This design comes from an exercise in tuning for small area, a short achievable clock period and few clock cycles per item on the open sky130 flow, not from production work. In this exercise RTL edits were held to simulation tests only and were not proved equivalent to the original. Power and IR drop assume default switching activity.

<file path="flow/config.mk">
export PLATFORM = sky130hd
export DESIGN_NAME = aq_cache_dir
export DESIGN_NICKNAME = aq_cache_dir
export VERILOG_FILES = /design/flow/design.v
export SDC_FILE = /design/flow/constraint.sdc
export NUM_CORES = 4
export LEC_CHECK = 0
export CAP_MARGIN = 20
export CORE_MARGIN = 2
export CORE_UTILIZATION = 55
export SLEW_MARGIN = 20
</file>
<file path="flow/constraint.sdc">
create_clock -name core_clock -period 10.0 [get_ports {clk}]
set_input_delay 2.0000 -clock core_clock [delete_from_list [all_inputs] [get_ports {clk}]]
set_output_delay 2.0000 -clock core_clock [all_outputs]
set_load 0.01 [all_outputs]
</file>
<file path="flow/design.v">
module aq_cache_dir (
    input  wire        clk,
    input  wire        rst,
    input  wire        req_valid,
    output wire        req_ready,
    input  wire [31:0] req_pa,
    input  wire        req_write,
    output wire        resp_valid,
    input  wire        resp_ready,
    output wire        resp_bypass,      
    output wire        resp_hit,
    output wire [1:0]  resp_way,         
    output wire        resp_fill,        
    output wire        resp_evict,       
    output wire [25:0] resp_evict_blk,   
    output wire [7:0]  resp_latency      
);
    localparam SETS = 32;
    localparam WAYS = 4;
    localparam [5:0] ST_RESET = 6'b000100;    
    function [5:0] others(input [1:0] m);
        case (m)
            2'd0:    others = {2'd3, 2'd2, 2'd1};
            2'd1:    others = {2'd3, 2'd2, 2'd0};
            2'd2:    others = {2'd3, 2'd1, 2'd0};
            default: others = {2'd2, 2'd1, 2'd0};
        endcase
    endfunction
    function [7:0] dec_list(input [4:0] c);
        reg [5:0] r;
        reg [1:0] m0, x, y;
        begin
            r = others(c[4:3]);
            case (c[2:1])
                2'd0:    begin m0 = r[1:0]; x = r[3:2]; y = r[5:4]; end
                2'd1:    begin m0 = r[3:2]; x = r[1:0]; y = r[5:4]; end
                default: begin m0 = r[5:4]; x = r[1:0]; y = r[3:2]; end
            endcase
            dec_list = c[0] ? {m0, x, y, c[4:3]} : {m0, y, x, c[4:3]};
        end
    endfunction
    function [4:0] enc_list(input [7:0] l);
        reg [5:0] r;
        reg [1:0] rank;
        begin
            r = others(l[1:0]);
            if (l[7:6] == r[1:0])      rank = 2'd0;
            else if (l[7:6] == r[3:2]) rank = 2'd1;
            else                       rank = 2'd2;
            enc_list = {l[1:0], rank, l[5:4] < l[3:2]};
        end
    endfunction
    function [4:0] touch(input [4:0] c, input [1:0] w);
        reg [7:0] l;
        begin
            l = dec_list(c);
            if (w == l[7:6])      touch = c;
            else if (w == l[5:4]) touch = enc_list({l[5:4], l[7:6], l[3:2], l[1:0]});
            else if (w == l[3:2]) touch = enc_list({l[3:2], l[7:6], l[5:4], l[1:0]});
            else                  touch = enc_list({l[1:0], l[7:6], l[5:4], l[3:2]});
        end
    endfunction
    reg [20:0] tag_q   [0:SETS*WAYS-1];
    reg [3:0]  dirty_q [0:SETS-1];
    reg [5:0]  st_q    [0:SETS-1];
    reg        b_v;
    reg [20:0] b_tag;
    reg [4:0]  b_idx;
    reg        b_wr, b_byp;
    reg [20:0] b_tags [0:WAYS-1];
    reg [3:0]  b_dirty;
    reg [5:0]  b_st;
    localparam RW = 36;
    reg          r0_v, r1_v;
    reg [RW-1:0] r0, r1;
    reg        rdy_q;
    wire b_fire = b_v && !r1_v;              
    wire b_take = !b_v || !r1_v;             
    wire accept = req_valid && rdy_q && !rst;
    wire pop    = r0_v && resp_ready;
    assign req_ready = rdy_q;
    wire        F    = b_st[5];
    wire [4:0]  code = b_st[4:0];
    wire [7:0]  lst  = dec_list(code);
    wire [1:0]  m3   = lst[1:0];
    wire [3:0] valid;
    wire [3:0] eq;
    genvar gw;
    generate
        for (gw = 0; gw < WAYS; gw = gw + 1) begin : g_way
            assign valid[gw] = F || (gw < m3);
            assign eq[gw]    = valid[gw] && (b_tags[gw] == b_tag);
        end
    endgenerate
    wire       hit   = |eq;
    wire [1:0] hw    = {eq[3] | eq[2], eq[3] | eq[1]};
    wire       fill  = !hit && !b_wr && !b_byp;
    wire [20:0] vtag = b_tags[m3];
    wire       evict = fill && F && b_dirty[m3];
    wire [4:0] ct0 = touch(code, 2'd0);
    wire [4:0] ct1 = touch(code, 2'd1);
    wire [4:0] ct2 = touch(code, 2'd2);
    wire [4:0] ct3 = touch(code, 2'd3);
    wire [4:0] code_hit = ({5{eq[0]}} & ct0) | ({5{eq[1]}} & ct1) |
                          ({5{eq[2]}} & ct2) | ({5{eq[3]}} & ct3);
    wire [5:0] st_new = hit  ? {F, code_hit} :
                        fill ? {F | (m3 == 2'd3), enc_list({m3, lst[7:6], lst[5:4], lst[3:2]})} :
                               b_st;
    wire [3:0] m3_oh = 4'b0001 << m3;
    wire [3:0] dirty_new = (b_dirty | (eq & {4{b_wr}})) & ~(m3_oh & {4{fill}});
    wire [20:0] tag_wd   = fill ? b_tag : vtag;
    integer s, w;
    always @(posedge clk) begin
        for (s = 0; s < SETS; s = s + 1) begin
            if (b_fire && b_idx == s) begin
                dirty_q[s] <= dirty_new;
                tag_q[s*WAYS + m3] <= tag_wd;
            end
        end
    end
    always @(posedge clk) begin
        for (s = 0; s < SETS; s = s + 1) begin
            if (rst)
                st_q[s] <= ST_RESET;
            else if (b_fire && b_idx == s)
                st_q[s] <= st_new;
        end
    end
    wire [4:0] rd_idx = req_pa[10:6];
    reg  [20:0] rd_tag [0:WAYS-1];
    reg  [3:0]  rd_dirty;
    reg  [5:0]  rd_st;
    always @(*) begin
        for (w = 0; w < WAYS; w = w + 1)
            rd_tag[w] = 21'd0;
        rd_dirty = 4'd0;
        rd_st    = 6'd0;
        for (s = 0; s < SETS; s = s + 1) begin
            if (rd_idx == s) begin
                for (w = 0; w < WAYS; w = w + 1)
                    rd_tag[w] = rd_tag[w] | tag_q[s*WAYS + w];
                rd_dirty = rd_dirty | dirty_q[s];
                rd_st    = rd_st | st_q[s];
            end
        end
    end
    wire fwd = b_fire && (rd_idx == b_idx);
    always @(posedge clk) begin
        if (b_take) begin
            b_tag <= req_pa[31:11];
            b_idx <= req_pa[10:6];
            b_wr  <= req_write;
            b_byp <= (req_pa[31:14] == 18'd0) && (req_pa[13:12] == 2'd1 || req_pa[13:12] == 2'd2);
            for (w = 0; w < WAYS; w = w + 1)
                b_tags[w] <= fwd ? ((fill && m3 == w) ? b_tag : b_tags[w]) : rd_tag[w];
            b_dirty <= fwd ? dirty_new : rd_dirty;
            b_st    <= fwd ? st_new    : rd_st;
        end
    end
    wire [RW-1:0] n_resp = {b_byp, hit, hit ? hw : m3, fill, evict, vtag, b_idx,
                            !hit, !hit && !evict, hit || evict};
    always @(posedge clk) begin
        if (!r0_v || pop)
            r0 <= r1_v ? r1 : n_resp;
        if (!r1_v)
            r1 <= n_resp;
    end
    wire r0_v_n = r1_v || (r0_v && !pop) || b_fire;
    wire r1_v_n = r0_v && !pop && (r1_v || b_fire);
    wire b_v_n  = b_take ? accept : b_v;
    always @(posedge clk) begin
        if (rst) begin
            b_v   <= 1'b0;
            r0_v  <= 1'b0;
            r1_v  <= 1'b0;
            rdy_q <= 1'b1;
        end else begin
            b_v   <= b_v_n;
            r0_v  <= r0_v_n;
            r1_v  <= r1_v_n;
            rdy_q <= !b_v_n || !r1_v_n;
        end
    end
    wire       o_byp, o_hit, o_fill, o_ev, o_l6, o_l5, o_l3;
    wire [1:0] o_way;
    wire [25:0] o_blk;
    assign {o_byp, o_hit, o_way, o_fill, o_ev, o_blk, o_l6, o_l5, o_l3} = r0;
    assign resp_valid     = r0_v;
    assign resp_bypass    = o_byp;
    assign resp_hit       = o_hit;
    assign resp_way       = o_way;
    assign resp_fill      = o_fill;
    assign resp_evict     = o_ev;
    assign resp_evict_blk = o_blk;
    assign resp_latency   = {o_ev, o_l6, o_l5, 1'b0, o_l3, o_l5, o_hit, 1'b0};
endmodule
</file>
<file path="flow/run.sh">
#!/bin/bash
# synth_recipe.tcl (not shown) runs the flow's synth.tcl, then flattens the netlist and writes it again
# the make line also repeats each setting of config.mk as NAME=value (left out here)
make -C /OpenROAD-flow-scripts/flow DESIGN_CONFIG=/design/flow/config.mk WORK_HOME=/design/flow/orfs CLKGATE_MAP_FILE= SYNTH_SCRIPT=/design/flow/synth_recipe.tcl finish
</file>
==> flow_results.xml, run 1 <==
<?xml version="1.0" encoding="UTF-8"?>
<metrics>
  <group name="clocking">
    <metric name="clk_path_buf_depth" unit="">4</metric>
    <metric name="cts_tree" unit="">done</metric>
    <metric name="post_cts.repair.setup_buffers" unit="">0</metric>
    <metric name="clk_pin_slew_worst_paths" unit="ps">60</metric>
    <metric name="holdBufCountCts" unit="">0</metric>
    <metric name="root_buffer" unit="">sky130_fd_sc_hd__clkbuf_16</metric>
    <metric name="cts_num_sinks" unit="">3204</metric>
    <metric name="clk-insertion-delay-late" unit="ps">950</metric>
    <metric name="post_cts_resized" unit="">0</metric>
    <metric name="cts.htree.levels" unit="">5</metric>
    <metric name="tritoncts.num_buffers" unit="">334</metric>
  </group>
  <group name="detailed_routing">
    <metric name="number_of_vias_in_the_routed_layout" unit="">70510</metric>
    <metric name="drt_first_iter_violations" unit="">10650</metric>
    <metric name="vias_per_cell" unit="">6.945</metric>
    <metric name="ant_nets" unit="">0</metric>
    <metric name="firstDrtPassIters" unit="">8</metric>
    <metric name="drc" unit="">0</metric>
    <metric name="route.detailed.wl_per_inst" unit="um">36.54</metric>
    <metric name="route.final.wire_length" unit="um">371000</metric>
  </group>
  <group name="worst_hold_path">
    <metric name="worstHoldPathType" unit="">register to register</metric>
    <metric name="min_delay_path_depth" unit="">2</metric>
    <metric name="hold_path_startpoint" unit="">r1[7]$_DFF_P_</metric>
    <metric name="hold_path_end" unit="">r1[7]$_DFF_P_</metric>
  </group>
  <group name="grt">
    <metric name="grt_pass1_wl" unit="um">513100</metric>
    <metric name="track_usage" unit="%">33.74</metric>
    <metric name="grt.overflow.total" unit="">0</metric>
    <metric name="first_global_vias" unit="">66240</metric>
    <metric name="antenna_violations_before_repair" unit="">20</metric>
    <metric name="maximum_number_of_pins_on_one_net_before_global_route_repair" unit="">119</metric>
  </group>
  <group name="layout">
    <metric name="layout-drive-gt1-share" unit="%">14.13</metric>
    <metric name="synthToLayoutAreaGrowth" unit="%">13.50</metric>
    <metric name="layout_common_cells" unit="">sky130_fd_sc_hd__edfxtp_1 (2973), sky130_fd_sc_hd__a22oi_1 (1336), sky130_fd_sc_hd__clkbuf_16 (344)</metric>
    <metric name="finalNonFillerCells" unit="">10150</metric>
    <metric name="nets" unit="">7131</metric>
    <metric name="mostFrequentLayoutCell" unit="">sky130_fd_sc_hd__edfxtp_1</metric>
  </group>
  <group name="sta">
    <metric name="final_critical_period" unit="ps">5463</metric>
    <metric name="worst_slew_margin_rel" unit="%">17.26</metric>
    <metric name="setup_violations" unit="">0</metric>
    <metric name="final_critical_path_setup_slack" unit="ps">4537</metric>
    <metric name="slew_violations" unit="">0</metric>
    <metric name="report.final.hold_viol_count" unit="">0</metric>
    <metric name="tightest_slew" unit="ps">1224</metric>
    <metric name="timing.final.crit_share" unit="%">54.63</metric>
    <metric name="fmax" unit="MHz">183.0</metric>
    <metric name="totalNegativeSetupSlack" unit="ps">0</metric>
    <metric name="hold_ws" unit="ps">449.0</metric>
    <metric name="timing.clock.skew" unit="ps">52.68</metric>
    <metric name="setup_repair_after_global_routing_missed_its_margin" unit="">no</metric>
  </group>
  <group name="logic_synthesis">
    <metric name="post-synth-top-area-cell" unit="">sky130_fd_sc_hd__edfxtp_1</metric>
    <metric name="ys_seq_area_share" unit="%">80.10</metric>
    <metric name="synth_top_cells_by_area" unit="">sky130_fd_sc_hd__edfxtp_1 (76%), sky130_fd_sc_hd__a22oi_1 (8.6%), sky130_fd_sc_hd__dfxtp_1 (3.9%), sky130_fd_sc_hd__nand4_1 (1.6%), sky130_fd_sc_hd__clkbuf_1 (1.1%)</metric>
    <metric name="number_of_enable_type_register_cells_in_the_synthesized_netlist" unit="">2973</metric>
    <metric name="yosys_warnings" unit="">5</metric>
    <metric name="synth_async_sr_flop_share" unit="%">0</metric>
    <metric name="yosys_register_bits" unit="">3204</metric>
    <metric name="post-synth-top-area-fraction" unit="%">76.16</metric>
    <metric name="avgSynthCellArea" unit="sq um">17.09</metric>
    <metric name="count_of_cell_types_in_the_netlist" unit="">67</metric>
    <metric name="synth_top_flop_cell" unit="">sky130_fd_sc_hd__edfxtp_1</metric>
    <metric name="post_synth_inst_count" unit="">6859</metric>
    <metric name="netlist_area" unit="sq um">117200</metric>
  </group>
  <group name="critical_path">
    <metric name="start_to_end_type_of_the_worst_setup_path" unit="">input pin to register</metric>
    <metric name="launch_point_of_the_worst_reg_to_reg_path" unit="">b_tag[8]$_DFFE_PP_</metric>
    <metric name="rr_endpoint" unit="">tag_q[48][14]$_DFFE_PP_</metric>
    <metric name="reg2reg_setup_slack" unit="ps">5050</metric>
    <metric name="ff_to_ff_path_depth" unit="">8</metric>
    <metric name="critical_path.startpoint_type" unit="">input pin</metric>
    <metric name="max_stage_delay" unit="ps">960</metric>
    <metric name="worstPathMaxFanout" unit="">28</metric>
    <metric name="timing.critical_path.cells" unit="">clkdlybuf4s50_1, nand2b_1, nor2_4, buf_4, a22oi_1, nand4_1, nor4_1, a31oi_1</metric>
    <metric name="cp_data_arrival_time" unit="ps">6090</metric>
    <metric name="worstPathBufferInverterCount" unit="">2</metric>
    <metric name="cp_data_required_time" unit="ps">10620</metric>
    <metric name="path_delay_family" unit="">simple AND/OR/NAND/NOR gates</metric>
    <metric name="timing.critical_path.slowest_stage_cell" unit="">sky130_fd_sc_hd__nor4_1</metric>
    <metric name="worst_setup_end_kind" unit="">register</metric>
  </group>
  <group name="placement">
    <metric name="placedCellCount" unit="">9573</metric>
    <metric name="preCtsSetupSlack" unit="ps">3636</metric>
    <metric name="place_congestion" unit="">0.9648</metric>
    <metric name="place_hpwl" unit="um">208000</metric>
    <metric name="place.port_buffers" unit="">70</metric>
  </group>
  <group name="floorplanning">
    <metric name="dieWidth" unit="um">465.7</metric>
    <metric name="dieHeight" unit="um">465.7</metric>
    <metric name="initial_core_util" unit="%">55.33</metric>
    <metric name="fp.coreArea" unit="sq um">211900</metric>
    <metric name="std_cell_rows" unit="">169</metric>
    <metric name="fp.dieArea" unit="sq um">216800</metric>
    <metric name="io-pin-count" unit="">79</metric>
  </group>
  <group name="power_and_ir_drop">
    <metric name="pwr-share-comb" unit="%">5.6</metric>
    <metric name="cellPowerDensity" unit="nW/um^2">214.4</metric>
    <metric name="vdd_drop_max" unit="mV">0.2067</metric>
    <metric name="power.share.switching" unit="%">22.29</metric>
    <metric name="sequential_power_share" unit="%">53.8</metric>
    <metric name="clkPwrFrac" unit="%">40.6</metric>
    <metric name="static-leakage-power" unit="uW">0.04169</metric>
    <metric name="power.internal" unit="uW">22170</metric>
    <metric name="net-switching-power" unit="uW">6357</metric>
  </group>
  <group name="run_status">
    <metric name="run_status" unit="">no timing/DRC/antenna violations</metric>
  </group>
  <group name="run">
    <metric name="cap_viol_max_count" unit="">0</metric>
  </group>
</metrics>
-- cells by family after synthesis --
group	count (synthesis)	share of synthesized area, %
adders and majority gates	2	0.02134
AOI/OAI and AO/OA	2011	12.31
buffers and inverters	496	1.687
and+or+nand+nor	983	4.299
DFF	3204	80.10
muxes	72	0.9030
xor gates and xnor gates	90	0.6724
other	1	0.003199
-- worst reg2reg max path: stages (launching register included) --
cell                       delay [ps]
sky130_fd_sc_hd__edfxtp_1         760
sky130_fd_sc_hd__xor2_1           260
sky130_fd_sc_hd__nor4_1           610
sky130_fd_sc_hd__nand2_1          190
sky130_fd_sc_hd__o32ai_4          550
sky130_fd_sc_hd__nor3_2           110
sky130_fd_sc_hd__buf_4            340
sky130_fd_sc_hd__mux2_4           800
sky130_fd_sc_hd__buf_4            910
-- final cells by class --
type	count	area (sq um)
Antenna cell	6	15.01
Fill cell	15000	78820
Sequential cell	3204	93900
Multi-Input combinational cell	3160	22250
Timing Repair Buffer	383	3329
Clock buffer	432	8989
Inverter	9	35.03
Tap cell	2821	3530
Clock inverter	138	1001
-- sequential cells by signal, indices dropped and copies added, names as in the netlist --
signal,count
dirty_q,128
b_dirty,4
r1_v,1
b_tag,21
b_st,6
b_idx,5
tag_q,2688
b_byp,1
r0_v,1
st_q,192
rdy_q,1
b_v,1
r1,35
b_tags,84
b_wr,1
r0,35
-- metal layers --
| layer | vias up | wire length, um | GRT usage (%) |
|---|---|---|---|
| met5 | - | 70 | 0 |
| met4 | 10 | 15760 | 13.18 |
| met3 | 782 | 43980 | 8.007 |
| met2 | 4602 | 166600 | 50.65 |
| met1 | 36250 | 144600 | 48.22 |
| li1 | 28870 | - | - |
-- how the worst max path moves through the flow --
| stage | depth (start not counted) | slack [ps] | end | startpoint |
|---|---|---|---|---|
| CTS | 8 | 4620 | b_tags[3][11]$_DFFE_PP_ | req_pa[6] |
| global route | 8 | 4440 | b_tags[3][11]$_DFFE_PP_ | req_pa[6] |
| floorplan | 8 | 5350 | b_tags[0][0]$_DFFE_PP_ | req_pa[10] |
| detailed placement | 8 | 3640 | b_tags[3][11]$_DFFE_PP_ | req_pa[6] |
| global placement | 8 | 3630 | b_tags[3][7]$_DFFE_PP_ | req_pa[6] |
| finish | 8 | 4540 | b_tags[3][11]$_DFFE_PP_ | req_pa[6] |
-- synth_stat cells, drive strengths merged, types with 3 or more instances --
master / instances
edfxtp: 2973
a22oi: 1336
clkbuf: 353
nor2: 297
nand4: 296
dfxtp: 231
o21ai: 153
a31oi: 147
a21oi: 146
nand2: 143
buf: 134
nor4: 118
a221oi: 86
a22o: 85
xor2: 68
mux2: 50
nor3: 50
a211oi: 27
mux4: 22
xnor2: 22
nand3: 14
or4: 11
nand2b: 10
nor2b: 9
inv: 8
and2: 6
or2: 6
a21o: 5
and3: 5
nand3b: 4
o31ai: 4
a2111oi: 3
and4: 3
nor3b: 3
-- power by group through the flow --
stage,Clock [uW],Sequential [uW],Combinational (uW)
final,11600,15300,1600
after global routing,12200,15300,1660
after CTS,11700,15300,1560
after detailed placement,0,15600,1560
after global placement,0,15600,1520
after floorplan,0,15500,739
-- through the flow --
step / cell area [sq um] / total power (uW) / util (%)
global route: 133000 / 29180 / 62.79
floorplan: 117200 / 16270 / -
global placement: 122800 / 17130 / 57.98
finish: 133100 / 28530 / 62.80
CTS: 132900 / 28570 / 62.74
detailed placement: 122900 / 17170 / 58.03
Testbench counts, summed over its fixed seeds: cycles 24,016, items 24,000.
==> run 2: changes to the inputs <==
==> flow/flow/run.sh (new file) <==
#!/bin/bash
# Standard layout (the standard.sh, standard synthesis unchanged), with the
# setup repair margin raised so that repair_timing works on every path slower
# than the period this design can reach. The clock and constraints are the standard flow's.
set -euo pipefail
bash standard.sh SETUP_SLACK_MARGIN=6.6 finish > standard_flow.log 2>&1
==> flow/standard.sh (new file) <==
#!/bin/bash
# synth_recipe.tcl (not shown) runs the flow's synth.tcl, then flattens the netlist and writes it again
# the make line also repeats each setting of config.mk as NAME=value (left out here)
make -C /OpenROAD-flow-scripts/flow DESIGN_CONFIG=/design/flow/config.mk WORK_HOME=/design/flow/orfs CLKGATE_MAP_FILE= SYNTH_SCRIPT=/design/flow/synth_recipe.tcl "${@:-finish}"
removed: flow/run.sh
==> flow_results.xml, run 2 <==
<?xml version="1.0" encoding="UTF-8"?>
<metrics>
  <group name="sta">
    <metric name="timing.clock.skew" unit="ps">48.95</metric>
    <metric name="final_critical_path_setup_slack" unit="ps">6225</metric>
    <metric name="slew_violations" unit="">0</metric>
    <metric name="final_critical_period" unit="ps">3775</metric>
    <metric name="timing.final.crit_share" unit="%">37.75</metric>
    <metric name="fmax" unit="MHz">264.9</metric>
    <metric name="totalNegativeSetupSlack" unit="ps">0</metric>
    <metric name="worst_slew_margin_rel" unit="%">28.14</metric>
    <metric name="report.final.hold_viol_count" unit="">0</metric>
    <metric name="setup_repair_after_global_routing_missed_its_margin" unit="">yes</metric>
    <metric name="setup_violations" unit="">0</metric>
    <metric name="tightest_slew" unit="ps">1077</metric>
  </group>
  <group name="clocking">
    <metric name="clk_path_buf_depth" unit="">4</metric>
    <metric name="holdBufCountCts" unit="">0</metric>
    <metric name="cts_tree" unit="">done</metric>
    <metric name="cts_num_sinks" unit="">3204</metric>
    <metric name="root_buffer" unit="">sky130_fd_sc_hd__clkbuf_16</metric>
    <metric name="tritoncts.num_buffers" unit="">333</metric>
    <metric name="clk-insertion-delay-late" unit="ps">970</metric>
    <metric name="clk_pin_slew_worst_paths" unit="ps">60</metric>
    <metric name="cts.htree.levels" unit="">5</metric>
  </group>
  <group name="logic_synthesis">
    <metric name="netlist_area" unit="sq um">117200</metric>
    <metric name="post-synth-top-area-fraction" unit="%">76.16</metric>
    <metric name="synth_top_cells_by_area" unit="">sky130_fd_sc_hd__edfxtp_1 (76%), sky130_fd_sc_hd__a22oi_1 (8.6%), sky130_fd_sc_hd__dfxtp_1 (3.9%), sky130_fd_sc_hd__nand4_1 (1.6%), sky130_fd_sc_hd__clkbuf_1 (1.1%)</metric>
    <metric name="synth_async_sr_flop_share" unit="%">0</metric>
    <metric name="post-synth-top-area-cell" unit="">sky130_fd_sc_hd__edfxtp_1</metric>
    <metric name="yosys-top-cells-count" unit="">sky130_fd_sc_hd__edfxtp_1 (2973), sky130_fd_sc_hd__a22oi_1 (1336), sky130_fd_sc_hd__clkbuf_1 (352), sky130_fd_sc_hd__nand4_1 (296), sky130_fd_sc_hd__nor2_1 (296)</metric>
    <metric name="yosys_register_bits" unit="">3204</metric>
    <metric name="yosys_warnings" unit="">5</metric>
    <metric name="synth_most_common_cell" unit="">sky130_fd_sc_hd__edfxtp_1</metric>
    <metric name="number_of_enable_type_register_cells_in_the_synthesized_netlist" unit="">2973</metric>
    <metric name="synth_top_flop_cell" unit="">sky130_fd_sc_hd__edfxtp_1</metric>
    <metric name="avgSynthCellArea" unit="sq um">17.09</metric>
    <metric name="count_of_cell_types_in_the_netlist" unit="">67</metric>
    <metric name="post_synth_inst_count" unit="">6859</metric>
    <metric name="ys_seq_area_share" unit="%">80.10</metric>
  </group>
  <group name="critical_path">
    <metric name="ff_to_ff_path_depth" unit="">5</metric>
    <metric name="critical_path.startpoint_type" unit="">input pin</metric>
    <metric name="cp_data_required_time" unit="ps">10660</metric>
    <metric name="start_to_end_type_of_the_worst_setup_path" unit="">input pin to register</metric>
    <metric name="cp_data_arrival_time" unit="ps">4430</metric>
    <metric name="critical_path.startpoint" unit="">req_pa[10]</metric>
    <metric name="worst_setup_end_kind" unit="">register</metric>
    <metric name="rr_endpoint" unit="">tag_q[28][18]$_DFFE_PP_</metric>
    <metric name="reg2reg_setup_slack" unit="ps">6480</metric>
    <metric name="launch_point_of_the_worst_reg_to_reg_path" unit="">b_st[3]$_DFFE_PP_</metric>
    <metric name="worstPathMaxFanout" unit="">63</metric>
  </group>
  <group name="layout">
    <metric name="nets" unit="">7719</metric>
    <metric name="finish.instance_area" unit="sq um">145600</metric>
    <metric name="layout_common_cells" unit="">sky130_fd_sc_hd__edfxtp_1 (2973), sky130_fd_sc_hd__a22oi_1 (1162), sky130_fd_sc_hd__buf_4 (464)</metric>
    <metric name="max_flop_register" unit="">tag_q</metric>
    <metric name="registers_with_the_most_flip_flops" unit="">tag_q (2688), st_q (192), dirty_q (128)</metric>
    <metric name="synthToLayoutAreaGrowth" unit="%">24.17</metric>
    <metric name="mostFrequentLayoutCell" unit="">sky130_fd_sc_hd__edfxtp_1</metric>
    <metric name="multi_input_area" unit="sq um">25720</metric>
    <metric name="fillers" unit="">13630</metric>
    <metric name="sequential_cell_area" unit="sq um">93900</metric>
    <metric name="postLayoutCoreUtil" unit="%">68.70</metric>
    <metric name="layout-drive-gt1-share" unit="%">25.57</metric>
    <metric name="largest_register_ffs" unit="">2688</metric>
  </group>
  <group name="floorplanning">
    <metric name="fp.coreArea" unit="sq um">211900</metric>
    <metric name="std_cell_rows" unit="">169</metric>
    <metric name="fp.dieArea" unit="sq um">216800</metric>
    <metric name="io-pin-count" unit="">79</metric>
    <metric name="dieWidth" unit="um">465.7</metric>
    <metric name="dieHeight" unit="um">465.7</metric>
    <metric name="initial_core_util" unit="%">55.33</metric>
  </group>
  <group name="run">
    <metric name="cap_viol_max_count" unit="">0</metric>
  </group>
  <group name="power_and_ir_drop">
    <metric name="static-leakage-power" unit="uW">0.04712</metric>
    <metric name="cellPowerDensity" unit="nW/um^2">202.6</metric>
    <metric name="post-layout-total-power" unit="uW">29490</metric>
    <metric name="vdd_drop_max" unit="mV">0.2064</metric>
  </group>
  <group name="grt">
    <metric name="grt.overflow.total" unit="">0</metric>
    <metric name="maximum_number_of_pins_on_one_net_before_global_route_repair" unit="">137</metric>
    <metric name="first_global_vias" unit="">68850</metric>
    <metric name="track_usage" unit="%">38.57</metric>
    <metric name="grt_pass1_wl" unit="um">570700</metric>
    <metric name="antenna_violations_before_repair" unit="">40</metric>
  </group>
  <group name="run_status">
    <metric name="run_status" unit="">no timing/DRC/antenna violations</metric>
  </group>
  <group name="worst_hold_path">
    <metric name="worstHoldPathType" unit="">register to register</metric>
    <metric name="min_delay_path_depth" unit="">2</metric>
    <metric name="hold_path_end" unit="">r1[33]$_DFF_P_</metric>
    <metric name="hold_path_startpoint" unit="">r1[33]$_DFF_P_</metric>
  </group>
  <group name="placement">
    <metric name="preCtsSetupSlack" unit="ps">3831</metric>
    <metric name="place.port_buffers" unit="">70</metric>
    <metric name="place_hpwl" unit="um">203800</metric>
    <metric name="dpl-instance-area" unit="sq um">123200</metric>
    <metric name="place_congestion" unit="">0.9481</metric>
  </group>
  <group name="detailed_routing">
    <metric name="drc" unit="">0</metric>
    <metric name="route.final.wire_length" unit="um">466100</metric>
    <metric name="vias_per_cell" unit="">7.263</metric>
    <metric name="route.detailed.wl_per_inst" unit="um">43.33</metric>
    <metric name="firstDrtPassIters" unit="">9</metric>
    <metric name="number_of_vias_in_the_routed_layout" unit="">78120</metric>
    <metric name="drt_first_iter_violations" unit="">15210</metric>
    <metric name="ant_nets" unit="">0</metric>
  </group>
</metrics>
==> run 2: cell counts after synthesis <==
No cell type changed its count.
==> run 2: how the worst max path moves through the flow <==
stage | slack [ps] | end
after global routing | 6350 | b_tags[1][10]$_DFFE_PP_
after CTS | 6410 | b_tags[3][5]$_DFFE_PP_
final | 6220 | b_tags[2][19]$_DFFE_PP_
after floorplan | 6140 | b_dirty[1]$_DFFE_PP_
after global placement | 3740 | b_tags[2][1]$_DFFE_PP_
after detailed placement | 3830 | b_tags[2][5]$_DFFE_PP_
==> run 2: worst max-delay path: stages <==
cell	delay, ps
sky130_fd_sc_hd__buf_12	100
sky130_fd_sc_hd__nand3b_1	170
sky130_fd_sc_hd__buf_6	140
sky130_fd_sc_hd__nor2_4	40
sky130_fd_sc_hd__buf_12	160
sky130_fd_sc_hd__a22oi_2	320
sky130_fd_sc_hd__nand4_1	270
sky130_fd_sc_hd__nor4_4	680
sky130_fd_sc_hd__a31oi_1	220
==> run 2: power by group <==
group          switching, uW  total, uW  internal (uW)
registers                152      15300          15200
logic                   1690       2410            714
clock network           5090      11800           6680
total                   6940      29500          22600
==> run 2: metal layers <==
layer  GRT usage [%]  up-vias  wire [um]
met2           55.22     6999     196000
li1                -    30180          -
met3           11.27     1226      77270
met1           54.93    39670     162800
met5          0.5051        -       1281
met4           17.75       42      28650
==> run 2: layout make-up <==
type                    instances  share of cell area [%]
diodes                         24                 0.04126
clock buffers                 424                   6.097
clock inverters               142                  0.7814
inverters                       9                 0.02751
multi-input cells            3208                   17.67
flip-flops and latches       3204                   64.51
well taps                    2821                   2.425
repair buffers                924                   8.448
==> run 2: cells by family after synthesis <==
family	after synthesis	share of synthesized area, %
compound gates	2011	12.31
xor+xnor	90	0.6724
fa+ha+maj	2	0.02134
simple gates	983	4.299
buf+inv	496	1.687
other cells	1	0.003199
mux	72	0.9030
flops	3204	80.10
==> run 2: per-stage QoR <==
stage          hold WS [ps]  std cells
5_1_grt               490.2      10740
2_1_floorplan         418.4       6860
6_report              461.2      10760
3_5_place_dp          447.7       9583
3_3_place_gp          436.9       9581
4_1_cts               457.3      10450
==> run 2: what timing repair did <==
item                                    4_1_cts  5_1_grt
pin swaps                                   196      327
cloned                                       96       85
gates resized for setup                     763      361
endpoints found under the setup margin     5123     1814
endpoints found under the hold margin         0        0
setup buffers                               205      197
==> run 3: changes to the inputs <==
--- a/flow/config.mk
+++ b/flow/config.mk
@@ -8,4 +8,7 @@
 export CAP_MARGIN = 20
 export CORE_MARGIN = 2
 export CORE_UTILIZATION = 55
+export CTS_BUF_LIST = sky130_fd_sc_hd__clkbuf_16
+export CTS_CLUSTER_DIAMETER = 60
+export CTS_CLUSTER_SIZE = 30
 export SLEW_MARGIN = 20
==> flow_results.xml, run 3 <==
<?xml version="1.0" encoding="UTF-8"?>
<metrics>
  <group name="logic_synthesis">
    <metric name="avgSynthCellArea" unit="sq um">17.09</metric>
    <metric name="number_of_enable_type_register_cells_in_the_synthesized_netlist" unit="">2973</metric>
    <metric name="yosys-top-cells-count" unit="">sky130_fd_sc_hd__edfxtp_1 (2973), sky130_fd_sc_hd__a22oi_1 (1336), sky130_fd_sc_hd__clkbuf_1 (352), sky130_fd_sc_hd__nand4_1 (296), sky130_fd_sc_hd__nor2_1 (296)</metric>
    <metric name="synth_top_cells_by_area" unit="">sky130_fd_sc_hd__edfxtp_1 (76%), sky130_fd_sc_hd__a22oi_1 (8.6%), sky130_fd_sc_hd__dfxtp_1 (3.9%), sky130_fd_sc_hd__nand4_1 (1.6%), sky130_fd_sc_hd__clkbuf_1 (1.1%)</metric>
    <metric name="yosys_warnings" unit="">5</metric>
    <metric name="post-synth-top-area-fraction" unit="%">76.16</metric>
    <metric name="synth_async_sr_flop_share" unit="%">0</metric>
    <metric name="count_of_cell_types_in_the_netlist" unit="">67</metric>
    <metric name="post_synth_inst_count" unit="">6859</metric>
    <metric name="netlist_area" unit="sq um">117200</metric>
    <metric name="synth_top_flop_cell" unit="">sky130_fd_sc_hd__edfxtp_1</metric>
    <metric name="ys_seq_area_share" unit="%">80.10</metric>
    <metric name="post-synth-top-area-cell" unit="">sky130_fd_sc_hd__edfxtp_1</metric>
    <metric name="yosys_register_bits" unit="">3204</metric>
    <metric name="synth_most_common_cell" unit="">sky130_fd_sc_hd__edfxtp_1</metric>
  </group>
  <group name="grt">
    <metric name="first_global_vias" unit="">68210</metric>
    <metric name="met3_usage" unit="%">13.94</metric>
    <metric name="grt_busiest_layer" unit="">met2</metric>
    <metric name="maximum_number_of_pins_on_one_net_before_global_route_repair" unit="">137</metric>
    <metric name="track_usage" unit="%">39.88</metric>
    <metric name="use_met2" unit="%">56.29</metric>
    <metric name="grt_pass1_wl" unit="um">584400</metric>
    <metric name="groute.layer.met1.usage" unit="%">55.44</metric>
    <metric name="grt.overflow.total" unit="">0</metric>
    <metric name="antenna_violations_before_repair" unit="">37</metric>
  </group>
  <group name="clocking">
    <metric name="clk_path_buf_depth" unit="">3</metric>
    <metric name="clk_pin_slew_worst_paths" unit="ps">110</metric>
    <metric name="root_buffer" unit="">sky130_fd_sc_hd__clkbuf_16</metric>
    <metric name="cts_tree" unit="">done</metric>
    <metric name="tritoncts.num_buffers" unit="">176</metric>
    <metric name="cts_num_sinks" unit="">3204</metric>
    <metric name="holdBufCountCts" unit="">0</metric>
    <metric name="clk-insertion-delay-late" unit="ps">920</metric>
    <metric name="cts.htree.levels" unit="">4</metric>
  </group>
  <group name="power_and_ir_drop">
    <metric name="static-leakage-power" unit="uW">0.04535</metric>
    <metric name="post-layout-total-power" unit="uW">26410</metric>
    <metric name="cellPowerDensity" unit="nW/um^2">185.7</metric>
    <metric name="vdd_drop_max" unit="mV">0.2272</metric>
  </group>
  <group name="detailed_routing">
    <metric name="firstDrtPassIters" unit="">9</metric>
    <metric name="route.detailed.wl_per_inst" unit="um">43.99</metric>
    <metric name="vias_per_cell" unit="">7.350</metric>
    <metric name="ant_nets" unit="">0</metric>
    <metric name="number_of_vias_in_the_routed_layout" unit="">77140</metric>
    <metric name="route.final.wire_length" unit="um">461700</metric>
    <metric name="drc" unit="">0</metric>
    <metric name="drt_first_iter_violations" unit="">15950</metric>
  </group>
  <group name="floorplanning">
    <metric name="dieHeight" unit="um">465.7</metric>
    <metric name="io-pin-count" unit="">79</metric>
    <metric name="dieWidth" unit="um">465.7</metric>
    <metric name="std_cell_rows" unit="">169</metric>
    <metric name="initial_core_util" unit="%">55.33</metric>
    <metric name="fp.coreArea" unit="sq um">211900</metric>
    <metric name="fp.dieArea" unit="sq um">216800</metric>
  </group>
  <group name="layout">
    <metric name="largest_register_ffs" unit="">2688</metric>
    <metric name="nets" unit="">7541</metric>
    <metric name="max_flop_register" unit="">tag_q</metric>
    <metric name="mostFrequentLayoutCell" unit="">sky130_fd_sc_hd__edfxtp_1</metric>
    <metric name="multi_input_area" unit="sq um">25860</metric>
    <metric name="synthToLayoutAreaGrowth" unit="%">21.34</metric>
    <metric name="layout-drive-gt1-share" unit="%">24.86</metric>
    <metric name="layout_common_cells" unit="">sky130_fd_sc_hd__edfxtp_1 (2973), sky130_fd_sc_hd__a22oi_1 (1161), sky130_fd_sc_hd__buf_4 (433)</metric>
    <metric name="registers_with_the_most_flip_flops" unit="">tag_q (2688), st_q (192), dirty_q (128)</metric>
    <metric name="fillers" unit="">14010</metric>
    <metric name="sequential_cell_area" unit="sq um">93900</metric>
  </group>
  <group name="critical_path">
    <metric name="reg2reg_setup_slack" unit="ps">6500</metric>
    <metric name="cp_data_required_time" unit="ps">10620</metric>
    <metric name="start_to_end_type_of_the_worst_setup_path" unit="">input pin to register</metric>
    <metric name="worst_setup_end_kind" unit="">register</metric>
    <metric name="endpoint" unit="">b_tags[2][19]$_DFFE_PP_</metric>
    <metric name="cp_data_arrival_time" unit="ps">4610</metric>
    <metric name="ff_to_ff_path_depth" unit="">5</metric>
    <metric name="worstPathMaxFanout" unit="">63</metric>
    <metric name="critical_path.startpoint_type" unit="">input pin</metric>
    <metric name="rr_endpoint" unit="">tag_q[78][14]$_DFFE_PP_</metric>
    <metric name="critical_path.startpoint" unit="">req_pa[10]</metric>
    <metric name="launch_point_of_the_worst_reg_to_reg_path" unit="">b_st[4]$_DFFE_PP_</metric>
  </group>
  <group name="sta">
    <metric name="worst_slew_margin_rel" unit="%">31.84</metric>
    <metric name="slew_violations" unit="">0</metric>
    <metric name="report.final.hold_viol_count" unit="">0</metric>
    <metric name="fmax" unit="MHz">250.7</metric>
    <metric name="final_critical_period" unit="ps">3989</metric>
    <metric name="setup_violations" unit="">0</metric>
    <metric name="timing.clock.skew" unit="ps">48.51</metric>
    <metric name="timing.final.crit_share" unit="%">39.89</metric>
    <metric name="tightest_slew" unit="ps">1022</metric>
    <metric name="setup_repair_after_global_routing_missed_its_margin" unit="">yes</metric>
    <metric name="totalNegativeSetupSlack" unit="ps">0</metric>
  </group>
  <group name="placement">
    <metric name="place_congestion" unit="">0.9481</metric>
    <metric name="place_hpwl" unit="um">203800</metric>
    <metric name="place.port_buffers" unit="">70</metric>
  </group>
  <group name="worst_hold_path">
    <metric name="worstHoldPathType" unit="">register to register</metric>
    <metric name="min_delay_path_depth" unit="">2</metric>
  </group>
  <group name="run">
    <metric name="cap_viol_max_count" unit="">0</metric>
  </group>
  <group name="run_status">
    <metric name="run_status" unit="">no timing/DRC/antenna violations</metric>
  </group>
</metrics>
## run 3: cell count changes in the layout (fill, tap and decap cells not counted), sizes merged
cell      delta
diode        -2
inv         +77
a21oi        +1
buf         -19
bufbuf      +16
mux2         +5
clkinvlp     -2
clkinv      -53
clkbuf     -269
bufinv      -15
## run 3: metal layers
metal / routed length [um] / vias up
li1: - / 29790
met1: 160000 / 39260
met2: 194100 / 6930
met3: 77450 / 1128
met4: 29610 / 26
met5: 475 / -
## run 3: cell families (layout without fill, tap and decap cells)
family	after synthesis	after routing	share of synthesized area, %
other	1	24	0.003199
AO/OA/AOI/OAI	2011	2015	12.31
AND/OR/NAND/NOR	983	989	4.299
XOR/XNOR	90	90	0.6724
buffers and inverters	496	1234	1.687
multiplexers	72	116	0.9030
flip-flops	3204	3204	80.10
adder cells (fa/ha/maj)	2	2	0.02134
## run 3: worst min path at each step
stage	startpoint	to	slack, ps
detailed placement	r1[33]$_DFF_P_	r1[33]$_DFF_P_	450
global placement	r1[1]$_DFF_P_	r1[1]$_DFF_P_	440
global route	r1[0]$_DFF_P_	r1[0]$_DFF_P_	500
finish	r1[29]$_DFF_P_	r1[29]$_DFF_P_	470
floorplan	r1[7]$_DFF_P_	r1[7]$_DFF_P_	420
CTS	r1[33]$_DFF_P_	r1[33]$_DFF_P_	460
## run 3: per-stage QoR
stage / cells / setup WS, ps / utilization (%) / hold slack (ps) / instance area [sq um]
3_5_place_dp: 9583 / 3831 / 58.13 / 447.7 / 123200
4_1_cts: 10300 / 6408 / 65.46 / 462.4 / 138700
6_report: 10500 / 6011 / 67.14 / 465.2 / 142200
2_1_floorplan: 6860 / 6140 / - / 418.4 / 118300
5_1_grt: 10480 / 6195 / 67.11 / 497.3 / 142200
3_3_place_gp: 9581 / 3738 / 58.08 / 436.9 / 123100
## run 3: power breakdown
group	switching, uW	leakage [uW]	total, uW	internal (uW)
registers	153	0.0290	15300	15100
logic	1690	0.0132	2380	695
clock network	5030	0.00315	8740	3710
## run 3: critical path, stage by stage
cell and delay [ps]:
sky130_fd_sc_hd__buf_12 100, sky130_fd_sc_hd__buf_4 110, sky130_fd_sc_hd__nand3b_1 190, sky130_fd_sc_hd__buf_6 160, sky130_fd_sc_hd__nor2_4 40, sky130_fd_sc_hd__clkbuf_16 210, sky130_fd_sc_hd__a22oi_2 350, sky130_fd_sc_hd__nand4_1 300
sky130_fd_sc_hd__nor4_4 630, sky130_fd_sc_hd__a31oi_1 210
## run 3: cell type report
cell class                      count  area share, %
Antenna cell                       22        0.03870
Clock buffer                      179          3.149
Clock inverter                    149          1.406
Inverter                            9        0.02815
Multi-Input combinational cell   3214          18.18
Sequential cell                  3204          66.02
Tap cell                         2821          2.481
Timing Repair Buffer              897          8.697
## run 3: repair_timing
item | 4_1_cts | 5_1_grt
cloned | 128 | 55
endpoints found under the setup margin | 5117 | 2484
pin swaps | 233 | 283
buffers inserted | 259 | 120
gates resized for setup | 870 | 274
==> run 4: changes to the inputs <==
--- a/flow/design.v
+++ b/flow/design.v
@@ -63,6 +63,11 @@
     reg [20:0] tag_q   [0:SETS*WAYS-1];
     reg [3:0]  dirty_q [0:SETS-1];
     reg [5:0]  st_q    [0:SETS-1];
+    reg        a_v;
+    reg [20:0] a_tag;
+    reg [4:0]  a_idx;
+    reg [SETS-1:0] a_sel;                  
+    reg        a_wr, a_byp;
     reg        b_v;
     reg [20:0] b_tag;
     reg [4:0]  b_idx;
@@ -126,7 +131,6 @@
                 st_q[s] <= st_new;
         end
     end
-    wire [4:0] rd_idx = req_pa[10:6];
     reg  [20:0] rd_tag [0:WAYS-1];
     reg  [3:0]  rd_dirty;
     reg  [5:0]  rd_st;
@@ -136,7 +140,7 @@
         rd_dirty = 4'd0;
         rd_st    = 6'd0;
         for (s = 0; s < SETS; s = s + 1) begin
-            if (rd_idx == s) begin
+            if (a_sel[s]) begin
                 for (w = 0; w < WAYS; w = w + 1)
                     rd_tag[w] = rd_tag[w] | tag_q[s*WAYS + w];
                 rd_dirty = rd_dirty | dirty_q[s];
@@ -144,13 +148,20 @@
             end
         end
     end
-    wire fwd = b_fire && (rd_idx == b_idx);
-    always @(posedge clk) begin
+    wire fwd = b_fire && (a_idx == b_idx);
+    always @(posedge clk) begin
+        if (rdy_q) begin    
+            a_tag <= req_pa[31:11];
+            a_idx <= req_pa[10:6];
+            a_sel <= {{(SETS-1){1'b0}}, 1'b1} << req_pa[10:6];
+            a_wr  <= req_write;
+            a_byp <= (req_pa[31:14] == 18'd0) && (req_pa[13:12] == 2'd1 || req_pa[13:12] == 2'd2);
+        end
         if (b_take) begin
-            b_tag <= req_pa[31:11];
-            b_idx <= req_pa[10:6];
-            b_wr  <= req_write;
-            b_byp <= (req_pa[31:14] == 18'd0) && (req_pa[13:12] == 2'd1 || req_pa[13:12] == 2'd2);
+            b_tag <= a_tag;
+            b_idx <= a_idx;
+            b_wr  <= a_wr;
+            b_byp <= a_byp;
             for (w = 0; w < WAYS; w = w + 1)
                 b_tags[w] <= fwd ? ((fill && m3 == w) ? b_tag : b_tags[w]) : rd_tag[w];
             b_dirty <= fwd ? dirty_new : rd_dirty;
@@ -167,18 +178,21 @@
     end
     wire r0_v_n = r1_v || (r0_v && !pop) || b_fire;
     wire r1_v_n = r0_v && !pop && (r1_v || b_fire);
-    wire b_v_n  = b_take ? accept : b_v;
+    wire a_v_n  = accept || (a_v && !b_take);
+    wire b_v_n  = b_take ? a_v : b_v;
     always @(posedge clk) begin
         if (rst) begin
+            a_v   <= 1'b0;
             b_v   <= 1'b0;
             r0_v  <= 1'b0;
             r1_v  <= 1'b0;
             rdy_q <= 1'b1;
         end else begin
+            a_v   <= a_v_n;
             b_v   <= b_v_n;
             r0_v  <= r0_v_n;
             r1_v  <= r1_v_n;
-            rdy_q <= !b_v_n || !r1_v_n;
+            rdy_q <= !a_v_n || !b_v_n || !r1_v_n;
         end
     end
     wire       o_byp, o_hit, o_fill, o_ev, o_l6, o_l5, o_l3;
==> flow/flow/run.sh (replaced) <==
#!/bin/bash
# Standard layout (the standard.sh, standard synthesis unchanged), with the
# setup repair margin raised so that repair_timing works on every path slower
# than the period this design can reach. The clock and constraints are the standard flow's.
set -euo pipefail
bash standard.sh SETUP_SLACK_MARGIN=6.5 finish > standard_flow.log 2>&1
--- a/flow/config.mk
+++ b/flow/config.mk
@@ -8,7 +8,5 @@
 export CAP_MARGIN = 20
 export CORE_MARGIN = 2
 export CORE_UTILIZATION = 55
-export CTS_BUF_LIST = sky130_fd_sc_hd__clkbuf_16
-export CTS_CLUSTER_DIAMETER = 60
-export CTS_CLUSTER_SIZE = 30
 export SLEW_MARGIN = 20
+export TNS_END_PERCENT = 0
==> flow_results.xml, run 4 <==
<?xml version="1.0" encoding="UTF-8"?>
<metrics>
  <group name="run_status">
    <metric name="run_status" unit="">no timing/DRC/antenna violations</metric>
  </group>
  <group name="layout">
    <metric name="synthToLayoutAreaGrowth" unit="%">14.95</metric>
    <metric name="largest_register_ffs" unit="">2688</metric>
    <metric name="nets" unit="">7181</metric>
    <metric name="multi_input_area" unit="sq um">23670</metric>
    <metric name="fillers" unit="">15210</metric>
    <metric name="sequential_cell_area" unit="sq um">95730</metric>
    <metric name="registers_with_the_most_flip_flops" unit="">tag_q (2688), st_q (192), dirty_q (128)</metric>
    <metric name="mostFrequentLayoutCell" unit="">sky130_fd_sc_hd__edfxtp_1</metric>
    <metric name="layout-drive-gt1-share" unit="%">15.22</metric>
    <metric name="layout_common_cells" unit="">sky130_fd_sc_hd__edfxtp_1 (3033), sky130_fd_sc_hd__a22oi_1 (760), sky130_fd_sc_hd__a22o_1 (373), sky130_fd_sc_hd__a221oi_1 (373), sky130_fd_sc_hd__clkbuf_16 (349)</metric>
    <metric name="max_flop_register" unit="">tag_q</metric>
  </group>
  <group name="critical_path">
    <metric name="launch_point_of_the_worst_reg_to_reg_path" unit="">b_tag[18]$_DFFE_PP_</metric>
    <metric name="worst_setup_end_kind" unit="">register</metric>
    <metric name="start_to_end_type_of_the_worst_setup_path" unit="">register to register</metric>
    <metric name="worstPathMaxFanout" unit="">96</metric>
    <metric name="timing.critical_path.slowest_stage_cell" unit="">sky130_fd_sc_hd__edfxtp_1</metric>
    <metric name="max_stage_delay" unit="ps">530</metric>
    <metric name="worstPathBufferInverterCount" unit="">3</metric>
    <metric name="timing.critical_path.cells" unit="">buf_4, xor2_1, nor4_1, nand4_1, a2bb2oi_1, nand4_4, bufbuf_16, mux2_4, buf_12</metric>
    <metric name="cp_data_arrival_time" unit="ps">4490</metric>
    <metric name="critical_path.startpoint" unit="">b_tag[18]$_DFFE_PP_</metric>
    <metric name="cp_data_required_time" unit="ps">10540</metric>
    <metric name="critical_path_cell_count" unit="">9</metric>
    <metric name="reg2reg_setup_slack" unit="ps">6050</metric>
    <metric name="endpoint" unit="">tag_q[120][9]$_DFFE_PP_</metric>
    <metric name="critical_path.startpoint_type" unit="">register</metric>
    <metric name="ff_to_ff_path_depth" unit="">9</metric>
    <metric name="rr_endpoint" unit="">tag_q[120][9]$_DFFE_PP_</metric>
    <metric name="path_delay_family" unit="">buffers and inverters</metric>
  </group>
  <group name="floorplanning">
    <metric name="initial_core_util" unit="%">55.20</metric>
    <metric name="fp.coreArea" unit="sq um">216700</metric>
    <metric name="io-pin-count" unit="">79</metric>
    <metric name="std_cell_rows" unit="">171</metric>
    <metric name="fp.dieArea" unit="sq um">221300</metric>
    <metric name="dieHeight" unit="um">470.4</metric>
    <metric name="dieWidth" unit="um">470.4</metric>
  </group>
  <group name="clocking">
    <metric name="root_buffer" unit="">sky130_fd_sc_hd__clkbuf_16</metric>
    <metric name="clk-insertion-delay-late" unit="ps">970</metric>
    <metric name="cts.htree.levels" unit="">5</metric>
    <metric name="cts_num_sinks" unit="">3265</metric>
    <metric name="cts_tree" unit="">done</metric>
    <metric name="clk_pin_slew_worst_paths" unit="ps">60</metric>
    <metric name="tritoncts.num_buffers" unit="">338</metric>
    <metric name="holdBufCountCts" unit="">0</metric>
    <metric name="clk_path_buf_depth" unit="">4</metric>
  </group>
  <group name="sta">
    <metric name="timing.clock.skew" unit="ps">53.47</metric>
    <metric name="timing.final.crit_share" unit="%">39.47</metric>
    <metric name="totalNegativeSetupSlack" unit="ps">0</metric>
    <metric name="fmax" unit="MHz">253.4</metric>
    <metric name="setup_repair_after_global_routing_missed_its_margin" unit="">yes</metric>
    <metric name="slew_violations" unit="">0</metric>
    <metric name="final_critical_period" unit="ps">3947</metric>
    <metric name="final_critical_path_setup_slack" unit="ps">6053</metric>
    <metric name="tightest_slew" unit="ps">1315</metric>
    <metric name="worst_slew_margin_rel" unit="%">11.64</metric>
    <metric name="report.final.hold_viol_count" unit="">0</metric>
    <metric name="setup_violations" unit="">0</metric>
  </group>
  <group name="detailed_routing">
    <metric name="firstDrtPassIters" unit="">7</metric>
    <metric name="route.final.wire_length" unit="um">447000</metric>
    <metric name="number_of_vias_in_the_routed_layout" unit="">76870</metric>
    <metric name="ant_nets" unit="">0</metric>
    <metric name="drt_first_iter_violations" unit="">14940</metric>
    <metric name="drc" unit="">0</metric>
    <metric name="vias_per_cell" unit="">7.502</metric>
    <metric name="route.detailed.wl_per_inst" unit="um">43.62</metric>
  </group>
  <group name="logic_synthesis">
    <metric name="count_of_cell_types_in_the_netlist" unit="">79</metric>
    <metric name="ys_seq_area_share" unit="%">80.00</metric>
    <metric name="yosys-top-cells-count" unit="">sky130_fd_sc_hd__edfxtp_1 (3033), sky130_fd_sc_hd__a22oi_1 (760), sky130_fd_sc_hd__a221oi_1 (373), sky130_fd_sc_hd__a22o_1 (373), sky130_fd_sc_hd__nor2_1 (350)</metric>
    <metric name="yosys_warnings" unit="">5</metric>
    <metric name="yosys_register_bits" unit="">3265</metric>
    <metric name="netlist_area" unit="sq um">119600</metric>
    <metric name="post-synth-top-area-fraction" unit="%">76.12</metric>
    <metric name="avgSynthCellArea" unit="sq um">17.48</metric>
    <metric name="number_of_enable_type_register_cells_in_the_synthesized_netlist" unit="">3033</metric>
    <metric name="post-synth-top-area-cell" unit="">sky130_fd_sc_hd__edfxtp_1</metric>
    <metric name="synth_async_sr_flop_share" unit="%">0</metric>
    <metric name="post_synth_inst_count" unit="">6844</metric>
    <metric name="synth_top_flop_cell" unit="">sky130_fd_sc_hd__edfxtp_1</metric>
    <metric name="synth_most_common_cell" unit="">sky130_fd_sc_hd__edfxtp_1</metric>
    <metric name="synth_top_cells_by_area" unit="">sky130_fd_sc_hd__edfxtp_1 (76%), sky130_fd_sc_hd__a22oi_1 (4.8%), sky130_fd_sc_hd__dfxtp_1 (3.9%), sky130_fd_sc_hd__a221oi_1 (2.7%), sky130_fd_sc_hd__a22o_1 (2.7%)</metric>
  </group>
  <group name="grt">
    <metric name="grt_pass1_wl" unit="um">596800</metric>
    <metric name="first_global_vias" unit="">70180</metric>
    <metric name="track_usage" unit="%">39.64</metric>
    <metric name="antenna_violations_before_repair" unit="">25</metric>
    <metric name="maximum_number_of_pins_on_one_net_before_global_route_repair" unit="">108</metric>
    <metric name="grt.overflow.total" unit="">0</metric>
  </group>
  <group name="power_and_ir_drop">
    <metric name="vdd_drop_max" unit="mV">0.1968</metric>
    <metric name="static-leakage-power" unit="uW">0.04326</metric>
    <metric name="cellPowerDensity" unit="nW/um^2">212.0</metric>
  </group>
  <group name="placement">
    <metric name="place_congestion" unit="">0.9521</metric>
    <metric name="preCtsSetupSlack" unit="ps">5083</metric>
    <metric name="place.port_buffers" unit="">70</metric>
    <metric name="place_hpwl" unit="um">225200</metric>
  </group>
  <group name="worst_hold_path">
    <metric name="hold_path_startpoint" unit="">a_tag[5]$_DFFE_PP_</metric>
    <metric name="worstHoldPathType" unit="">register to register</metric>
  </group>
  <group name="run">
    <metric name="cap_viol_max_count" unit="">0</metric>
  </group>
</metrics>
==> run 4: cells by family after synthesis <==
logic type      Yosys count  share of synthesized area (%)
other cells               1                       0.003134
flops                  3265                          80.00
buf+inv                 510                          1.710
mux                      78                         0.9349
xor+xnor                 93                         0.6808
simple gates            896                          3.842
compound gates         1999                          12.81
fa+ha+maj                 2                        0.02091
==> run 4: area by class of cell <==
class	count	area share (%)
sequential	3265	69.60
multi-input combinational	3092	17.21
clock buffer	432	6.620
timing repair buffer	427	3.018
tap	2854	2.596
clock inverter	146	0.8761
inverter	18	0.05458
antenna	13	0.02365
==> run 4: worst min-delay path by stage <==
stage                     depth (start not counted)                   to
after detailed placement                          0   b_tag[5]$_DFFE_PP_
after CTS                                         0   b_tag[5]$_DFFE_PP_
after global placement                            0       b_wr$_DFFE_PP_
final                                             0   b_tag[5]$_DFFE_PP_
after global routing                              0  b_tag[20]$_DFFE_PP_
after floorplan                                   0      b_byp$_DFFE_PP_
==> run 4: where the power goes <==
part	total [uW]	switching, uW	internal, uW
clock	12000	5140	6910
combinational	1610	1230	379
sequential	15500	101	15400
==> run 4: per-layer routing <==
metal | global-route usage [%] | up-vias | routed length, um
met1 | 55.10 | 39740 | 160800
met2 | 59.80 | 6631 | 199600
met5 | 0.5191 | - | 225
met4 | 17.40 | 12 | 23830
met3 | 9.953 | 1238 | 62590
li1 | - | 29260 | -
==> run 4: repair_timing <==
action,4_1_cts,5_1_grt
buffers inserted,17,16
cloned,25,0
gates resized for setup,112,10
endpoints found under the setup margin,4349,4209
pin swaps,14,2
==> run 4: stage by stage <==
step	std cells	util (%)	area, sq um	power (uW)	hold slack (ps)
CTS	10220	63.33	137300	29090	430.6
finish	10250	63.46	137500	29150	427.1
global placement	9585	58.03	125800	17220	420.0
floorplan	6845	-	119700	16460	400.3
detailed placement	9598	58.17	126100	17260	406.8
global route	10240	63.44	137500	29710	440.2
==> run 4: worst register-to-register path, delay by kind of cell, from the launching register on <==
family                 cells  cell delay, ps
AO/OA/AOI/OAI              1             390
AND/OR/NAND/NOR            3             600
flip-flops                 1             530
multiplexers               1             490
buffers and inverters      3             980
XOR/XNOR                   1             360
Testbench counts of run 4, summed over its fixed seeds: cycles 24,024, items 24,000.
==> run 5: changes to the inputs <==
--- a/flow/design.v
+++ b/flow/design.v
@@ -113,14 +113,24 @@
                                b_st;
     wire [3:0] m3_oh = 4'b0001 << m3;
     wire [3:0] dirty_new = (b_dirty | (eq & {4{b_wr}})) & ~(m3_oh & {4{fill}});
-    wire [20:0] tag_wd   = fill ? b_tag : vtag;
+    reg        w_v;
+    reg [4:0]  w_idx;
+    reg [1:0]  w_way;
+    reg [20:0] w_tag;
+    always @(posedge clk) begin
+        w_v   <= b_fire && fill;
+        w_idx <= b_idx;
+        w_way <= m3;
+        w_tag <= b_tag;
+    end
     integer s, w;
     always @(posedge clk) begin
         for (s = 0; s < SETS; s = s + 1) begin
-            if (b_fire && b_idx == s) begin
+            if (b_fire && b_idx == s)
                 dirty_q[s] <= dirty_new;
-                tag_q[s*WAYS + m3] <= tag_wd;
-            end
+            for (w = 0; w < WAYS; w = w + 1)
+                if (w_v && w_idx == s && w_way == w)
+                    tag_q[s*WAYS + w] <= w_tag;
         end
     end
     always @(posedge clk) begin
@@ -148,7 +158,8 @@
             end
         end
     end
-    wire fwd = b_fire && (a_idx == b_idx);
+    wire fwd  = b_fire && (a_idx == b_idx);
+    wire wfwd = w_v && (a_idx == w_idx);
     always @(posedge clk) begin
         if (rdy_q) begin    
             a_tag <= req_pa[31:11];
@@ -163,7 +174,8 @@
             b_wr  <= a_wr;
             b_byp <= a_byp;
             for (w = 0; w < WAYS; w = w + 1)
-                b_tags[w] <= fwd ? ((fill && m3 == w) ? b_tag : b_tags[w]) : rd_tag[w];
+                b_tags[w] <= fwd ? ((fill && m3 == w) ? b_tag : b_tags[w]) :
+                             (wfwd && w_way == w) ? w_tag : rd_tag[w];
             b_dirty <= fwd ? dirty_new : rd_dirty;
             b_st    <= fwd ? st_new    : rd_st;
         end
==> flow/flow/run.sh (replaced) <==
#!/bin/bash
# Standard layout (the standard.sh, standard synthesis unchanged), with
#  - the setup repair margin raised so that repair_timing works on every path
#    slower than the period this design can reach, and
#  - the port buffers (one per input and output, as standard) made buf_4.
# The clock and constraints are the standard flow's.
set -euo pipefail
bash standard.sh SETUP_SLACK_MARGIN=6.6 "BUFFER_PORTS_ARGS=-buffer_cell sky130_fd_sc_hd__buf_4" finish > standard_flow.log 2>&1
--- a/flow/config.mk
+++ b/flow/config.mk
@@ -8,5 +8,8 @@
 export CAP_MARGIN = 20
 export CORE_MARGIN = 2
 export CORE_UTILIZATION = 55
+export CTS_BUF_LIST = sky130_fd_sc_hd__clkbuf_16
+export CTS_CLUSTER_DIAMETER = 80
+export CTS_CLUSTER_SIZE = 20
 export SLEW_MARGIN = 20
-export TNS_END_PERCENT = 0
+export TNS_END_PERCENT = 5
==> flow_results.xml, run 5 <==
<?xml version="1.0" encoding="UTF-8"?>
<metrics>
  <group name="logic_synthesis">
    <metric name="avgSynthCellArea" unit="sq um">17.15</metric>
    <metric name="synth_top_flop_cell" unit="">sky130_fd_sc_hd__edfxtp_1</metric>
    <metric name="yosys-top-cells-count" unit="">sky130_fd_sc_hd__edfxtp_1 (3033), sky130_fd_sc_hd__a22oi_1 (732), sky130_fd_sc_hd__a221oi_1 (387), sky130_fd_sc_hd__a22o_1 (387), sky130_fd_sc_hd__clkbuf_1 (352)</metric>
    <metric name="synth_async_sr_flop_share" unit="%">0</metric>
    <metric name="count_of_cell_types_in_the_netlist" unit="">79</metric>
    <metric name="synth_top_cells_by_area" unit="">sky130_fd_sc_hd__edfxtp_1 (75%), sky130_fd_sc_hd__a22oi_1 (4.6%), sky130_fd_sc_hd__dfxtp_1 (4.3%), sky130_fd_sc_hd__a221oi_1 (2.8%), sky130_fd_sc_hd__a22o_1 (2.8%)</metric>
    <metric name="post-synth-top-area-fraction" unit="%">75.47</metric>
    <metric name="post-synth-top-area-cell" unit="">sky130_fd_sc_hd__edfxtp_1</metric>
    <metric name="ys_seq_area_share" unit="%">79.80</metric>
    <metric name="synth_most_common_cell" unit="">sky130_fd_sc_hd__edfxtp_1</metric>
    <metric name="yosys_warnings" unit="">6</metric>
  </group>
  <group name="power_and_ir_drop">
    <metric name="vdd_drop_max" unit="mV">0.1696</metric>
    <metric name="static-leakage-power" unit="uW">0.04123</metric>
  </group>
  <group name="layout">
    <metric name="layout_common_cells" unit="">sky130_fd_sc_hd__edfxtp_1 (3033), sky130_fd_sc_hd__a22oi_1 (732), sky130_fd_sc_hd__a22o_1 (387), sky130_fd_sc_hd__a221oi_1 (387), sky130_fd_sc_hd__buf_4 (339)</metric>
    <metric name="layout-drive-gt1-share" unit="%">13.03</metric>
    <metric name="max_flop_register" unit="">tag_q</metric>
    <metric name="synthToLayoutAreaGrowth" unit="%">10.14</metric>
    <metric name="nets" unit="">7171</metric>
    <metric name="mostFrequentLayoutCell" unit="">sky130_fd_sc_hd__edfxtp_1</metric>
    <metric name="registers_with_the_most_flip_flops" unit="">tag_q (2688), st_q (192), dirty_q (128)</metric>
  </group>
  <group name="sta">
    <metric name="timing.final.crit_share" unit="%">36.68</metric>
    <metric name="timing.clock.skew" unit="ps">35.53</metric>
    <metric name="worst_slew_margin_rel" unit="%">18.23</metric>
    <metric name="fmax" unit="MHz">272.6</metric>
    <metric name="final_critical_period" unit="ps">3668</metric>
    <metric name="totalNegativeSetupSlack" unit="ps">0</metric>
    <metric name="setup_violations" unit="">0</metric>
    <metric name="report.final.hold_viol_count" unit="">0</metric>
    <metric name="slew_violations" unit="">0</metric>
    <metric name="setup_repair_after_global_routing_missed_its_margin" unit="">yes</metric>
  </group>
  <group name="detailed_routing">
    <metric name="drt_first_iter_violations" unit="">13950</metric>
    <metric name="vias_per_cell" unit="">7.431</metric>
    <metric name="ant_nets" unit="">0</metric>
    <metric name="firstDrtPassIters" unit="">6</metric>
  </group>
  <group name="clocking">
    <metric name="tritoncts.num_buffers" unit="">184</metric>
    <metric name="root_buffer" unit="">sky130_fd_sc_hd__clkbuf_16</metric>
    <metric name="clk_pin_slew_worst_paths" unit="ps">80</metric>
    <metric name="cts.htree.levels" unit="">4</metric>
    <metric name="clk_path_buf_depth" unit="">3</metric>
    <metric name="holdBufCountCts" unit="">0</metric>
    <metric name="clk-insertion-delay-late" unit="ps">870</metric>
  </group>
  <group name="critical_path">
    <metric name="rr_endpoint" unit="">tag_q[54][12]$_DFFE_PP_</metric>
    <metric name="critical_path.startpoint" unit="">w_idx[0]$_DFF_P_</metric>
    <metric name="worstPathMaxFanout" unit="">21</metric>
    <metric name="launch_point_of_the_worst_reg_to_reg_path" unit="">w_idx[0]$_DFF_P_</metric>
    <metric name="reg2reg_setup_slack" unit="ps">6330</metric>
    <metric name="cp_data_arrival_time" unit="ps">4150</metric>
    <metric name="start_to_end_type_of_the_worst_setup_path" unit="">register to register</metric>
    <metric name="endpoint" unit="">tag_q[54][12]$_DFFE_PP_</metric>
    <metric name="critical_path.most_common_cell" unit="">sky130_fd_sc_hd__nor2b_1</metric>
    <metric name="worst_setup_end_kind" unit="">register</metric>
    <metric name="max_stage_delay" unit="ps">1110</metric>
    <metric name="timing.critical_path.slowest_stage_cell" unit="">sky130_fd_sc_hd__nor2_4</metric>
    <metric name="cp_data_required_time" unit="ps">10480</metric>
  </group>
  <group name="placement">
    <metric name="place.port_buffers" unit="">70</metric>
    <metric name="place_congestion" unit="">0.9058</metric>
    <metric name="place_hpwl" unit="um">222600</metric>
  </group>
  <group name="floorplanning">
    <metric name="fp.dieArea" unit="sq um">223200</metric>
    <metric name="dieHeight" unit="um">472.4</metric>
    <metric name="std_cell_rows" unit="">171</metric>
    <metric name="fp.coreArea" unit="sq um">217600</metric>
    <metric name="io-pin-count" unit="">79</metric>
  </group>
  <group name="grt">
    <metric name="antenna_violations_before_repair" unit="">8</metric>
    <metric name="first_global_vias" unit="">69070</metric>
    <metric name="track_usage" unit="%">38.21</metric>
    <metric name="grt_pass1_wl" unit="um">581400</metric>
    <metric name="maximum_number_of_pins_on_one_net_before_global_route_repair" unit="">122</metric>
  </group>
  <group name="run">
    <metric name="cap_viol_max_count" unit="">0</metric>
  </group>
  <group name="worst_hold_path">
    <metric name="worstHoldPathType" unit="">register to register</metric>
    <metric name="min_delay_path_depth" unit="">0</metric>
  </group>
  <group name="run_status">
    <metric name="run_status" unit="">no timing/DRC/antenna violations</metric>
  </group>
</metrics>
-- run 5: timing repair --
| item | 4_1_cts | 5_1_grt |
|---|---|---|
| resized for setup | 54 | 68 |
| buffers inserted | 22 | 20 |
| cloned | 3 | 4 |
| pin swaps | 5 | 10 |
| setup endpoints to repair | 545 | 556 |
-- run 5: cells by family (layout without fill, tap and decap cells) --
| family | Yosys count | in the layout | share of synthesized area [%] |
|---|---|---|---|
| xor gates and xnor gates | 99 | 99 | 0.7247 |
| adders and majority gates | 2 | 2 | 0.02073 |
| other | 1 | 9 | 0.003108 |
| AOI/OAI and AO/OA | 2023 | 2026 | 12.56 |
| muxes | 78 | 78 | 0.9580 |
| DFF | 3294 | 3294 | 79.80 |
| buffers and inverters | 524 | 683 | 1.751 |
| and+or+nand+nor | 1016 | 1017 | 4.184 |
-- run 5: layout make-up --
| cell class | count | area (sq um) | area share [%] |
|---|---|---|---|
| Antenna cell | 7 | 17.52 | 0.01318 |
| Clock buffer | 186 | 4654 | 3.502 |
| Clock inverter | 69 | 412.9 | 0.3107 |
| Inverter | 19 | 78.83 | 0.05931 |
| Multi-Input combinational cell | 3224 | 23840 | 17.94 |
| Sequential cell | 3294 | 96390 | 72.52 |
| Tap cell | 2854 | 3571 | 2.687 |
| Timing Repair Buffer | 409 | 3950 | 2.972 |
-- run 5: report_power, final --
group	internal (uW)	switching (uW)
Combinational	351	845
Sequential	15200	204
Clock	3410	4350
Total	18900	5400
-- run 5: worst min path at each step --
stage,end,slack [ps],start
after floorplan,w_tag[15]$_DFF_P_,340,b_tag[15]$_DFFE_PP_
final,b_tag[12]$_DFFE_PP_,430,a_tag[12]$_DFFE_PP_
after CTS,b_tag[3]$_DFFE_PP_,430,a_tag[3]$_DFFE_PP_
after detailed placement,b_tag[3]$_DFFE_PP_,410,a_tag[3]$_DFFE_PP_
after global routing,b_tag[15]$_DFFE_PP_,440,a_tag[15]$_DFFE_PP_
after global placement,b_tag[3]$_DFFE_PP_,400,a_tag[3]$_DFFE_PP_
-- run 5: metrics by stage --
stage / instance area, sq um / cells / setup slack [ps] / power, uW / hold WS (ps)
floorplan: 120700 / 7038 / 6471 / 16140 / 342.7
global placement: 126400 / 9737 / 5272 / 16750 / 404.2
detailed placement: 126700 / 9749 / 5259 / 16770 / 405.2
CTS: 132300 / 10030 / 6323 / 24240 / 425.7
global route: 132900 / 10060 / 6356 / 24800 / 438.2
finish: 132900 / 10060 / 6332 / 24320 / 427.0
-- run 5: per-layer routing --
metal | vias to the layer above | wire, um | track usage (%)
li1 | 29080 | - | -
met1 | 38780 | 157800 | 53.07
met2 | 5894 | 197000 | 58.91
met3 | 1011 | 56710 | 8.356
met4 | 0 | 22680 | 16.20
met5 | - | 0 | 0
-- run 5: critical path: cells and delay by family (launching register included) --
kind / cells / cell delay, ps
simple gates: 4 / 2390
flops: 1 / 820
Testbench counts of run 5, summed over its fixed seeds: cycles 24,024, items 24,000.

==> re-timing with driven ports <==
In the flow no input, the clock included, has a driving cell. The finished layouts below were timed again as built, in two steps.
Step 1, drivers: a clkbuf_16 drives clk and a buf_2 each remaining input, both assumed.
Step 2, shift: input delay + t, output delay - t, t = (earliest + latest rising clock arrival at the registers) / 2. This alone moves slack from input paths to output paths.
a / b / c = ideal / step 1 / step 2; a / b = the first two.
run	shift t [ns]	setup slack, ns
run 1	1.010	4.537 / 4.568 / 3.558
run 2	1.055	6.225 / 6.144 / 5.088
run 3	1.001	6.011 / 5.925 / 4.924
run 4	1.030	6.053 / 6.053 / 5.587
run 5	0.953	6.332 / 6.307 / 5.769
After both steps every run listed still meets setup and hold.
